From an optimization exercise on the open Yosys and OpenROAD flow, aimed at small area; shortcuts taken in it are not production practice. The RTL was checked by simulation tests, not by an equivalence proof against the original design. Power and IR drop assume default switching activity.

==> flow/design.v <==
module yarisc_core (
    input  wire        clk,
    input  wire        rst,           
    output wire        mem_req,
    output wire        mem_we,
    output wire [15:0] mem_addr,
    output wire [15:0] mem_wdata,
    input  wire        mem_ready,
    input  wire [15:0] mem_rdata,
    output wire        halted,
    output wire        panicked,
    output wire [1:0]  panic_code,
    input  wire [3:0]  dbg_sel,
    output wire [15:0] dbg_data
);
    localparam [3:0] S_LDIP   = 4'd0,
                     S_FETCH  = 4'd1,
                     S_INC    = 4'd3,
                     S_FETCH2 = 4'd2,
                     S_INC2   = 4'd6,
                     S_EX1    = 4'd7,
                     S_EX2    = 4'd5,
                     S_MEM    = 4'd4,
                     S_HALT   = 4'd12,
                     S_PANIC  = 4'd13,
                     S_CLR    = 4'd8;
    reg [3:0]  state;
    reg [15:0] x [0:7];               
    reg        flag_c, flag_z;
    reg [15:6] ir;                    
    reg [3:0]  op;                    
    reg [15:0] t;                     
    reg [1:0]  pcode;                 
    wire [5:0] wop = mem_rdata[5:0];
    wire w_two   = (wop == 6'h01) | (wop == 6'h02) | (wop == 6'h04);
    wire w_three = (wop == 6'h10) | (wop == 6'h11);
    wire w_jmp   = (wop == 6'h2A);
    wire w_jcc   = (wop == 6'h2C);
    wire w_nh    = (wop == 6'h3E) | (wop == 6'h3F);
    wire w_legal = w_two | w_three | w_jmp | w_jcc | w_nh;
    reg [15:0] w_mbz;
    always @(*) begin
        w_mbz = 16'h0000;
        if (w_two)
            w_mbz = !mem_rdata[15] ? 16'h7000 : !mem_rdata[14] ? 16'h2000 : 16'h3E00;
        else if (w_three)
            w_mbz = (mem_rdata[15] & mem_rdata[14]) ? 16'h1000 : 16'h0000;
        else if (w_jmp)
            w_mbz = mem_rdata[15] ? 16'h7FC0 : 16'h0000;
        else if (w_jcc)
            w_mbz = mem_rdata[15] ? 16'h3F00 : 16'h0100;
        else if (w_nh)
            w_mbz = 16'hFFC0;
    end
    wire w_bad = |(mem_rdata & w_mbz);
    wire two_op   = !op[3] & !op[2];
    wire three_op = !op[3] &  op[2];
    wire is_mov   = two_op & op[0];
    wire is_ldr   = two_op & op[1];
    wire is_str   = two_op & !op[1] & !op[0];
    wire is_adc   = three_op & op[0];
    wire is_jmp   = op[3] & !op[2] & op[1];
    wire is_jcc   = op[3] & !op[2] & !op[1];
    wire is_hlt   = op[3] & op[2] & op[0];
    wire sel      = ir[15];
    wire loc      = ir[14];
    wire two_word = sel & (op[3] ? !op[2] : loc);
    wire short    = sel & !loc;
    wire [2:0] f_rd = ir[8:6];
    wire [2:0] f_ra = ir[11:9];
    wire [2:0] f_rb = ir[14:12];
    wire [1:0] jm    = {flag_z, flag_c} & ir[7:6];
    wire jcc_taken   = ir[14] ? (jm == 2'b00) : (jm != 2'b00);
        wire st_ldip  = (state == S_LDIP);
    wire st_fetch = (state == S_FETCH);
    wire st_inc   = (state == S_INC);
    wire st_fetch2= (state == S_FETCH2);
    wire st_inc2  = (state == S_INC2);
    wire st_ex1   = (state == S_EX1);
    wire st_ex2   = (state == S_EX2);
    wire st_mem   = (state == S_MEM);
    wire stopped  = (state == S_HALT) | (state == S_PANIC);
    wire st_clr   = (state == S_CLR);
    reg [2:0] rsel;
    always @(*) begin
        if (st_ldip | st_inc | st_inc2)  rsel = 3'd7;
        else if (st_ex1)                      rsel = three_op ? f_rb : f_ra;
        else if (st_ex2)                      rsel = (three_op & short) ? f_rd : f_ra;
        else                                  rsel = f_rd;
    end
    wire a_en = st_ldip | (st_mem & is_str) | st_inc | st_inc2 | (st_ex1 & !sel & !op[3]) | (st_ex2 & three_op);
    wire [7:0] rhot = stopped ? ({8{!dbg_sel[3]}} & (8'd1 << dbg_sel[2:0])) : ({8{a_en}} & (8'd1 << rsel));
    wire       fhot = stopped & dbg_sel[3];
    wire [15:0] r;
    yarisc_rport u_rport (
        .x0(x[0]), .x1(x[1]), .x2(x[2]), .x3(x[3]),
        .x4(x[4]), .x5(x[5]), .x6(x[6]), .x7(x[7]),
        .hot(rhot), .fl({flag_z, flag_c}), .fhot(fhot), .r(r));
    reg [15:0] kon;
    always @(*) begin
        kon = 16'h0000;
        if (st_inc | st_inc2)
            kon = 16'h0002;
        else if (st_ex1 & op[3])
            kon = is_jmp ? {{6{ir[14]}}, ir[14:6], 1'b0} : {{10{ir[13]}}, ir[13:9], 1'b0};
        else if (st_ex1 & sel)
            kon = {{12{ir[12]}}, ir[12:9]};
    end
    wire [15:0] opa = r;
    wire ld_data = st_fetch2 | st_mem;
    wire [15:0] opb = (t & {16{st_ex2}}) | (mem_rdata & {16{ld_data}}) | kon;
    wire [16:0] sum;
    yarisc_add u_add (.a(opa), .b(opb), .ci(st_ex2 & is_adc & flag_c), .s(sum));
    wire [15:0] wbus = sum[15:0];
    wire ip_wr = st_inc | st_inc2 | (st_ex2 & (is_jmp | (is_jcc & jcc_taken)));
    wire rd_wr = (st_ex2 & (is_mov | three_op)) | (st_mem & mem_ready & is_ldr);
    wire [2:0] waddr = ip_wr ? 3'd7 : f_rd;
    wire t_wr = st_ldip | st_inc | (st_fetch2 & mem_ready) | (st_ex1 & !two_word);
    assign mem_req   = st_fetch | st_fetch2 | st_mem;
    assign mem_we    = st_mem & is_str;
    assign mem_addr  = t;
    assign mem_wdata = r;
    assign halted     = (state == S_HALT);
    assign panicked   = (state == S_PANIC);
    assign panic_code = pcode & {2{panicked}};
    assign dbg_data   = r;
    wire [3:0] s_end = (pcode == 2'd3) ? S_PANIC : is_hlt ? S_HALT : S_LDIP;
    wire [15:0] wdat = wbus;
    wire [7:0]  wen  = ({8{ip_wr | rd_wr}} & (8'd1 << waddr)) | {8{st_clr}};
    integer i;
    always @(posedge clk)
        for (i = 0; i < 8; i = i + 1)
            if (wen[i]) x[i] <= wdat;
    always @(posedge clk) begin
        if (t_wr) t <= wbus;
        if (st_fetch & mem_ready) begin
            ir <= mem_rdata[15:6];
            op <= {mem_rdata[5], mem_rdata[4], mem_rdata[1], mem_rdata[0]};
        end
    end
    always @(posedge clk) begin
        if (rst) begin
            state  <= S_CLR;
            flag_c <= 1'b0;
            flag_z <= 1'b0;
            pcode  <= 2'd0;
        end else begin
            if (st_ex2 & (is_mov | three_op))
                flag_z <= (sum[15:0] == 16'h0000);
            if (st_ex2 & three_op)
                flag_c <= sum[16];
            case (state)
                S_LDIP: begin
                    if (r[0]) begin
                        pcode <= 2'd2;
                        state <= S_PANIC;
                    end else
                        state <= S_FETCH;
                end
                S_FETCH: begin
                    if (mem_ready) begin
                        pcode <= !w_legal ? 2'd1 : w_bad ? 2'd3 : 2'd0;
                        state <= S_INC;
                    end
                end
                S_INC: begin
                    if (pcode == 2'd1)  state <= S_PANIC;
                    else if (two_word)  state <= S_FETCH2;
                    else                state <= S_EX1;
                end
                S_FETCH2: if (mem_ready) state <= S_INC2;
                S_INC2:   state <= S_EX1;
                S_EX1:    state <= S_EX2;
                S_EX2: begin
                    if (two_op & !is_mov) begin
                        if (t[0]) begin
                            pcode <= 2'd2;
                            state <= S_PANIC;
                        end else
                            state <= S_MEM;
                    end else
                        state <= s_end;
                end
                S_MEM: if (mem_ready) state <= s_end;
                S_CLR: state <= S_LDIP;
                default: ;
            endcase
        end
    end
endmodule
module yarisc_rport (
    input  wire [15:0] x0, x1, x2, x3, x4, x5, x6, x7,
    input  wire [7:0]  hot,
    input  wire [1:0]  fl,
    input  wire        fhot,
    output wire [15:0] r
);
    assign r = (x0 & {16{hot[0]}}) | (x1 & {16{hot[1]}}) | (x2 & {16{hot[2]}}) |
               (x3 & {16{hot[3]}}) | (x4 & {16{hot[4]}}) | (x5 & {16{hot[5]}}) |
               (x6 & {16{hot[6]}}) | (x7 & {16{hot[7]}}) | {14'h0000, fl & {2{fhot}}};
endmodule
module yarisc_add (
    input  wire [15:0] a,
    input  wire [15:0] b,
    input  wire        ci,
    output wire [16:0] s
);
    localparam integer L = 8;
    wire [16:0] c;
    wire [16:L] c0, c1;
    assign c[0] = ci;
    assign c0[L] = 1'b0;
    assign c1[L] = 1'b1;
    genvar k;
    generate
        for (k = 0; k < L; k = k + 1) begin : g_lo
            assign c[k+1] = (a[k] & b[k]) | (c[k] & (a[k] ^ b[k]));
        end
        for (k = L; k < 16; k = k + 1) begin : g_hi
            assign c0[k+1] = (a[k] & b[k]) | (c0[k] & (a[k] ^ b[k]));
            assign c1[k+1] = (a[k] & b[k]) | (c1[k] & (a[k] ^ b[k]));
        end
    endgenerate
    wire [15:L] s0 = a[15:L] ^ b[15:L] ^ c0[15:L];
    wire [15:L] s1 = a[15:L] ^ b[15:L] ^ c1[15:L];
    assign s = c[L] ? {c1[16], s1, a[L-1:0] ^ b[L-1:0] ^ c[L-1:0]}
                    : {c0[16], s0, a[L-1:0] ^ b[L-1:0] ^ c[L-1:0]};
endmodule
clock: 8.0 ns
lec_check: 0
cap_margin: 20
core_margin: 2
core_utilization: 40
place_density: 0.6
slew_margin: 20
synth_hierarchical: 1
synth_minimum_keep_size: 0
standard.sh (not shown) runs the stock make flow with config.mk's settings and CLKGATE_MAP_FILE= SYNTH_SCRIPT=/design/flow/synth_recipe.tcl, a recipe that flattens the netlist after the stock synthesis.
==> flow/flow/run.sh <==
#!/bin/bash
set -euo pipefail
export BUFFER_PORTS_ARGS="-buffer_cell sky130_fd_sc_hd__buf_1"
export CTS_ARGS="-sink_clustering_enable -repair_clock_nets -dont_use_dummy_load -buf_list sky130_fd_sc_hd__clkbuf_16 -sink_clustering_size 30 -sink_clustering_max_diameter 100"
bash standard.sh > run_standard.log 2>&1
Change:
==> flow/flow/run.sh (replaced) <==
#!/bin/bash
# The standard layout (standard.sh) with these changes:
#  - synthesis maps the logic with an area-oriented ABC script (flow/area.abc);
#    flip-flops, their names and cell types are those of the standard synthesis;
#  - port buffers use the smallest buffer (buf_1) instead of the resizer's default pick;
#  - clock tree synthesis without dummy loads, with clkbuf_8 buffers.
set -euo pipefail
here=$(pwd)
export FLOW_ABC_SCRIPT="$here/flow/area.abc"
export BUFFER_PORTS_ARGS="-buffer_cell sky130_fd_sc_hd__buf_1"
export CTS_ARGS="-sink_clustering_enable -repair_clock_nets -dont_use_dummy_load -buf_list sky130_fd_sc_hd__clkbuf_8"
sed "s#$here/synth_recipe.tcl#$here/flow/synth.tcl#" standard.sh > flow_standard.sh
grep -q "flow/synth.tcl" flow_standard.sh
bash flow_standard.sh > run_standard.log 2>&1
==> flow/flow/area.abc (new file) <==
strash
&get -n
&fraig -x
&put
scorr
dc2
strash
&get -n
&dch -f
&nf -R 1000
&put
==> flow/flow/synth.tcl (new file) <==
# synth_recipe.tcl with one change: the combinational logic of every module but
# the adder is mapped with flow/area.abc (an area-oriented ABC script) in place
# of ORFS's abc_speed.script; the adder keeps ORFS's script.
proc synth {args} { yosys synth -nofsm -noshare {*}$args }
proc abc {args} {
  set i [lsearch -exact $args -script]
  if { $i < 0 } { return [yosys abc {*}$args] }
  yosys abc {*}$args yarisc_add
  lset args [expr { $i + 1 }] $::env(FLOW_ABC_SCRIPT)
  yosys abc {*}$args yarisc_core yarisc_rport
}
source $::env(SCRIPTS_DIR)/synth.tcl
# left out here: clear keep_hierarchy, flatten, clean up, hide names made inside functions, write 1_2_yosys.v
--- a/flow/config.mk
+++ b/flow/config.mk
@@ -8 +8 @@
-export CAP_MARGIN = 20
+export CAP_MARGIN = 0
@@ -12 +12 @@
-export SLEW_MARGIN = 20
+export SLEW_MARGIN = 0
Register-to-register slack gets better by 0.06 ns.
Sequential power went up by about 13%.
Synthesized cell count falls by 7.9%.
Design area decreases by 5.3%.
Clock power is lower by about 30%.
Hold slack got worse by 0.059 ns.
Power went up by 18%.
Worst setup slack improved by 0.062 ns.
Combinational power is higher by 64%.
Change:
==> flow/flow/run.sh (replaced) <==
#!/bin/bash
set -euo pipefail
export BUFFER_PORTS_ARGS="-buffer_cell sky130_fd_sc_hd__buf_1"
export CTS_ARGS="-sink_clustering_enable -repair_clock_nets -dont_use_dummy_load -buf_list sky130_fd_sc_hd__clkbuf_8"
bash standard.sh > run_standard.log 2>&1
--- a/flow/config.mk
+++ b/flow/config.mk
@@ -8 +8 @@
-export CAP_MARGIN = 0
+export CAP_MARGIN = 20
@@ -12 +12 @@
-export SLEW_MARGIN = 0
+export SLEW_MARGIN = 20
removed: flow/flow/area.abc
removed: flow/flow/synth.tcl
The new run went through all stages and came out clean.
Total power falls by 21%.
Clock skew goes up by 0.018 ns.
Non-clock buffer count increases by 6.
Design area goes up by about 3.3%.
Change:
--- a/flow/flow/run.sh
+++ b/flow/flow/run.sh
@@ -1,0 +2,5 @@
+# The standard layout (standard.sh) with these changes:
+#  - synthesis maps the logic with an area-oriented ABC script (flow/area.abc);
+#    flip-flops, their names and cell types are those of the standard synthesis;
+#  - port buffers use the smallest buffer (buf_1) instead of the resizer's default pick;
+#  - clock tree synthesis without dummy loads, with clkbuf_8 buffers.
@@ -2,0 +8,2 @@
+here=$(pwd)
+export FLOW_ABC_SCRIPT="$here/flow/area.abc"
@@ -5 +12,3 @@
-bash standard.sh > run_standard.log 2>&1
+sed "s#$here/synth_recipe.tcl#$here/flow/synth.tcl#" standard.sh > flow_standard.sh
+grep -q "flow/synth.tcl" flow_standard.sh
+bash flow_standard.sh > run_standard.log 2>&1
==> flow/flow/area.abc (new file) <==
strash
&get -n
&fraig -x
&put
scorr
dc2
strash
&get -n
&dch -f
&nf -R 1000
&put
topo
stime -c
buffer -c
upsize -c {D}
dnsize -c {D}
==> flow/flow/synth.tcl (new file) <==
# synth_recipe.tcl with one change: the combinational logic of every module but
# the adder is mapped with flow/area.abc (an area-oriented ABC script) in place
# of ORFS's abc_speed.script; the adder keeps ORFS's script.
proc synth {args} { yosys synth -nofsm -noshare {*}$args }
proc abc {args} {
  set i [lsearch -exact $args -script]
  if { $i < 0 } { return [yosys abc {*}$args] }
  yosys abc {*}$args yarisc_add
  lset args [expr { $i + 1 }] $::env(FLOW_ABC_SCRIPT)
  yosys abc {*}$args yarisc_core yarisc_rport
}
source $::env(SCRIPTS_DIR)/synth.tcl
# left out here: clear keep_hierarchy, flatten, clean up, hide names made inside functions, write 1_2_yosys.v
Outcome: Combinational power increases by 64%. Clock skew stays flat. Worst setup slack gets better by 0.10 ns. Register-to-register slack improved by 0.10 ns. Synthesized cell count fell by 4.5%.
Change:
==> flow/flow/area.abc (replaced) <==
strash
&get -n
&fraig -x
&put
scorr
dc2
strash
&get -n
&dch -f
&nf -R 1000
&put
- The changed run ran to the end with no violations
- clock-buffer cell count stays the same
- cell count went down by 2.5%
- hold slack improved by 0.0032 ns
- worst setup slack got worse by 0.037 ns
- clock skew went down by 0.016 ns

==> static timing again, ports no longer ideal <==
In the flow no input, the clock included, has a driving cell. The finished layouts below were timed again as built, in two steps. Step 1: set_driving_cell puts a clkbuf_16 on clk and a buf_2 on each other input, an assumption about the parent block. Step 2 times the ports against the registers' clock, not the clock port: input delays grow and output delays shrink by t, the midpoint of the rising clock arrivals with the driver on. Slacks: ideal / step 1 / step 2; pairs: ideal / step 1.
| run | t, ns | setup WS [ns] | hold WS [ns] | latest minus earliest clock arrival (ns) | slew at the worst register clock pin (ns) |
|---|---|---|---|---|---|
| the first run | 0.454 | 0.411 / 0.411 / 0.102 | 0.566 / 0.566 / 0.566 | 0.027 / 0.027 | 0.07 / 0.07 |
| the second run | 0.472 | 0.472 / 0.472 / 0.224 | 0.507 / 0.507 / 0.507 | 0.025 / 0.025 | 0.08 / 0.08 |
| the third run | 0.476 | 0.407 / 0.407 / 0.104 | 0.567 / 0.567 / 0.567 | 0.043 / 0.043 | 0.10 / 0.10 |
| the fourth run | 0.460 | 0.510 / 0.510 / 0.220 | 0.504 / 0.504 / 0.504 | 0.041 / 0.041 | 0.09 / 0.09 |
| the fifth run | 0.472 | 0.472 / 0.472 / 0.224 | 0.507 / 0.507 / 0.507 | 0.025 / 0.025 | 0.08 / 0.08 |
After both steps every run listed still meets setup and hold. The setup slack of the first run, which loses most, moves by 0.000 ns with the drivers and by -0.309 ns with both steps.
